This design comes from an exercise in tuning for small area, a short achievable clock period and few clock cycles on the open sky130 flow, not from production work.
RTL that was checked went through simulation tests only; none was proved equivalent to the original.

== pine ==
## wirecodec
module wirecodec (
    input             clk,
    input             rst,
    input             cmd_valid,
    output            cmd_ready,
    input      [15:0] cmd_word,
    input      [31:0] cmd_arg,
    input      [15:0] cmd_len,
    input             din_valid,
    output            din_ready,
    input       [7:0] din_data,
    output            dout_valid,
    input             dout_ready,
    output      [7:0] dout_data,
    output            rsp_valid,
    input             rsp_ready,
    output      [3:0] rsp_status,
    output     [31:0] rsp_rval,
    output     [11:0] mem_raddr,
    input       [7:0] mem_rdata,
    output            mem_we,
    output     [11:0] mem_waddr,
    output      [7:0] mem_wdata
);
Settings: LEC_CHECK=0, ABC_AREA=1, CAP_MARGIN=20, CORE_MARGIN=2, CORE_UTILIZATION=40, SETUP_SLACK_MARGIN=4.6, SLEW_MARGIN=20; clock period 8.0 ns.
run.sh (not shown) runs the stock make flow with config.mk's settings and CLKGATE_MAP_FILE= SYNTH_SCRIPT=/design/flow/synth_recipe.tcl, a recipe that flattens the netlist after the stock synthesis.
Testbench counts of pine, summed over its fixed seeds: cycles 337,368.
Inputs modified between pine and cedar:
--- a/flow/design.v
+++ b/flow/design.v
@@ -203,13 +203,13 @@
     wire o_done = o_fire && o_last;
     wire [10:0] pl      = tmp[10:0];
     wire        p_cmp   = ({5'd0, pl} <= rem);
     wire        p_ok    = !tmp[11] && !(pl[10] && |pl[9:0]) &&
                           (dp > 11'd20 ? ph : (dp == 11'd20 && p_cmp));
     wire        c_eq    = (wd_r == mem_rdata);
-    wire        x_ok  = !ft_q && !rem[11] && (rem[10:0] <= tmp[10:0]);
+    wire        x_ok  = !ft_q && (rem[15:11] == 5'd0) && (rem[10:0] <= tmp[10:0]);
     assign cmd_ready  = idle;
     assign din_ready  = (st == S_DIN);
     assign dout_valid = dv;
     assign dout_data  = dreg;
     assign rsp_valid  = (st == S_RSP);
     assign rsp_status = stat;
@@ -502,24 +502,24 @@
                         end
                     end
                 end else begin
                     case (dp[2:0])
                         3'd0: ;
                         3'd1: begin
-                            rem[15:8] <= {5'd0, mem_rdata[2:0]};
+                            rem[15:8] <= mem_rdata;
                             ft_q <= |mem_rdata[7:3];
                             rp <= 11'd18;
                         end
                         3'd2: rem[7:0] <= mem_rdata;
                         3'd3: begin
                             tmp[11:8] <= {1'b0, mem_rdata[2:0]};
                             rp <= soff + 11'd20;
                         end
                         3'd4: begin
                             tmp[7:0] <= mem_rdata;
-                            rem <= {4'd0, rem[11:0] + {1'b0, rp}};
+                            rem <= rem + {5'd0, rp};
                         end
                         default: begin
                             if (x_ok) begin
                                 st   <= S_DOUT;
                                 dreg <= mem_rdata;
                                 dv   <= 1'b1;
[summary]
cedar reached the end of the flow, and the finished layout is clean on the timing, design-rule and antenna checks.
Final period utilization essentially unchanged between pine and cedar.
As of cedar, final cell area excluding filler cells had risen slightly compared to pine.
Proportion of cell area occupied by registers, pine and cedar, lower one = cedar.
met2 global-route usage of cedar is on par with pine.
On share of synthesized cell area in full adder, half adder and majority cells, pine and cedar are neck and neck.
in -> reg as the kind of critical path was reported by cedar, and reg -> reg by pine.
For the post-route worst setup slack, cedar came in 0.011 ns higher than pine did.
Endpoint required time on the critical path in cedar is 0.10 ns above pine.
cedar gives more worst hold slack than pine did.
Function not checked in cedar: the RTL went through the layout flow alone.

* * *

JK:
wirecodec, a different RTL version from the one above (not shown whole).
For scale: ~0.014 sq mm of cells after synthesis.
clock: 8.0 ns
lec_check: 0
abc_area: 1
cap_margin: 20
core_margin: 2
core_utilization: 40
setup_slack_margin: 4.6
slew_margin: 20
standard.sh (not shown) runs the stock make flow with config.mk's settings and CLKGATE_MAP_FILE= SYNTH_SCRIPT=/design/flow/synth_recipe.tcl, a recipe that flattens the netlist after the stock synthesis.
==> flow/flow/run.sh <==
#!/bin/bash
# Standard ORFS layout (standard.sh), with the port buffers made from
# sky130_fd_sc_hd__buf_2 instead of the resizer's default choice.
set -euo pipefail
export BUFFER_PORTS_ARGS="-buffer_cell sky130_fd_sc_hd__buf_2"
bash standard.sh > standard_flow.log 2>&1
Edits applied to the flow inputs when going from JK to MS:
diff --git a/flow/design.v b/flow/design.v
--- a/flow/design.v
+++ b/flow/design.v
@@ -81,18 +81,16 @@
     reg [15:0] rem;        
     reg [10:0] dp;         
     reg [10:0] rp;         
     reg [11:0] tmp;        
     reg  [1:0] rs;         
     reg        infl;       
     reg        ph;         
     reg        fa_q, ft_q;   
-    reg        r1;         
-    reg        shrt;       
     reg        we_r;
     reg [11:0] wa_r;
     reg  [7:0] wd_r;
     reg  [7:0] dreg;
     reg        dv;
     reg  [1:0] fs0, fs1;
     reg        v0, v1;
     reg        fmt, sact;
@@ -242,21 +240,21 @@
             if (op >= OP_NEW && op <= OP_SET_FLAG && !rr)
                 sact <= 1'b0;
             if (op == OP_NEW || op == OP_MAKE) begin
                 if (rr) v1 <= 1'b1; else v0 <= 1'b1;
             end
             begin
                 case (op)
                 OP_CFG_SET_ADDR, OP_SET_DST:
-                    st <= shrt ? S_PAD : S_RSP;
+                    st <= (dpa < 11'd16) ? S_PAD : S_RSP;
                 OP_SET_SRC:
-                    st <= shrt ? S_PAD : S_RSP;
+                    st <= (dpa < 11'd8) ? S_PAD : S_RSP;
                 OP_NEW, OP_MAKE, OP_SET_PAYLOAD: begin
-                    if (shrt && op != OP_SET_PAYLOAD) begin
+                    if (dpa < 11'd16) begin
                         st <= S_PAD;
                     end else begin
                         st  <= S_HDR;
                         rp  <= (op == OP_NEW) ? 11'd17 : 11'd18;
                     end
                 end
                 OP_DECODE: st <= S_POST;
                 OP_RX:     st <= n0 ? S_RSP : S_POST;
@@ -326,18 +324,16 @@
             end
             S_IDLE: begin
                 if (cmd_valid) begin
                     op   <= in_opx;
                     rr   <= in_r;
                     vv   <= cmd_word[8];
                     ix   <= cmd_word[2:0];
                     rem  <= cmd_len;
-                    r1   <= (cmd_len == 16'd1);
-                    shrt <= (cmd_len < ((in_op == OP_NEW) ? 16'd16 : 16'd8));
                     dp   <= din_start(in_op);
                     rp   <= din_start(in_op);
                     rs   <= 2'd3;
                     fa_q <= 1'b1;
                     ft_q <= 1'b0;
                     tmp  <= 12'd0;
                     if (!in_illegal &&
                         (in_op == OP_CFG_SET_PORT || in_op == OP_NEW ||
@@ -355,25 +351,24 @@
                     end
                 end
             end
             S_DEC: setup(dp, rem == 16'd0);
             S_DIN: begin
                 if (dp == 11'd20) ph <= p_cmp;
                 if (din_valid) begin
                     rem <= rem - 16'd1;
-                    r1  <= (rem == 16'd2);
-                    rp  <= dp_adv;
                     if (d_wen) begin
                         we_r <= 1'b1;
                         dp   <= dp_adv;
+                        rp   <= dp_adv;
                         if (dp == 11'd18) tmp[11:8] <= {|din_data[7:3], din_data[2:0]};
                         if (dp == 11'd19) tmp[7:0]  <= din_data;
                     end
-                    if (r1)
+                    if (rem == 16'd1)
                         setup(dp_after, 1'b0);
                 end
             end
             S_PAD: begin
                 we_r <= 1'b1;
                 dp   <= dp_inc;
                 if (dp_inc == (d_lim8 ? 11'd8 : 11'd16)) begin
                     if (op == OP_NEW || op == OP_MAKE) begin
Notes after the runs:
Where final cell area excluding filler cells is concerned, JK is outperformed by MS.
Compared with JK, MS degrades minimum period implied by the final worst setup slack.
Row final cell count: MS lower / JK higher
Synthesized cell count for MS: about 6% down relative to JK
Count of vias placed by the detailed router: MS lower than JK
Comparing MS and JK, total length of routed wires is higher on JK.
Diff JK -> MS: worst path arrival time saw little to no change, fill cell instance count of the final layout decreased 241, critical path depth increased by 5 relative to the old numbers, compound-cell area share of the yosys netlist picked up an extra 2.7 points.
Worst-path cell with the longest stage delay = sky130_fd_sc_hd__edfxtp_1: MS; worst-path cell with the longest stage delay = sky130_fd_sc_hd__nor2_1: JK
Between JK and MS, the flow reports sequential cell count decreasing slightly.
On sequential portion of the cell area, MS and JK are neck and neck.
Per the comparison of MS with JK, pre-CTS setup slack now sits higher; length of the first detailed-routing pass in iterations now sits higher.
Testbench counts of MS, summed over its fixed seeds: cycles 337,368.
The RTL of JK was laid out without a check of its function.

afterwards: timing with drivers on the ports:
No port has a modelled driver above. Below, the same layouts with a new extraction and two added sets of constraints. Step 1 assumes that a clkbuf_16 drives the clock port and a buf_2 every other input. Step 2, shift: input delay + t, output delay - t, t = (earliest + latest rising clock arrival at the registers) / 2. This alone moves slack from input paths to output paths. Slacks: no drivers / after step 1 / after step 2; pairs: no drivers / after step 1.
run	shift t [ns]	slack for setup (ns)	worst hold slack (ns)	clock arrival spread, ns
pine	0.512	4.573 / 4.573 / 4.207	0.446 / 0.446 / 0.446	0.013 / 0.013
cedar	0.516	4.584 / 4.575 / 4.100	0.486 / 0.486 / 0.486	0.018 / 0.018
JK	0.534	4.578 / 4.518 / 4.131	0.471 / 0.471 / 0.471	0.016 / 0.015
MS	0.524	4.553 / 4.553 / 4.136	0.475 / 0.475 / 0.475	0.019 / 0.019
After both steps every run listed still meets setup and hold. For cedar, which loses most, drivers alone change the setup slack by -0.009 ns; drivers and shift together by -0.484 ns.
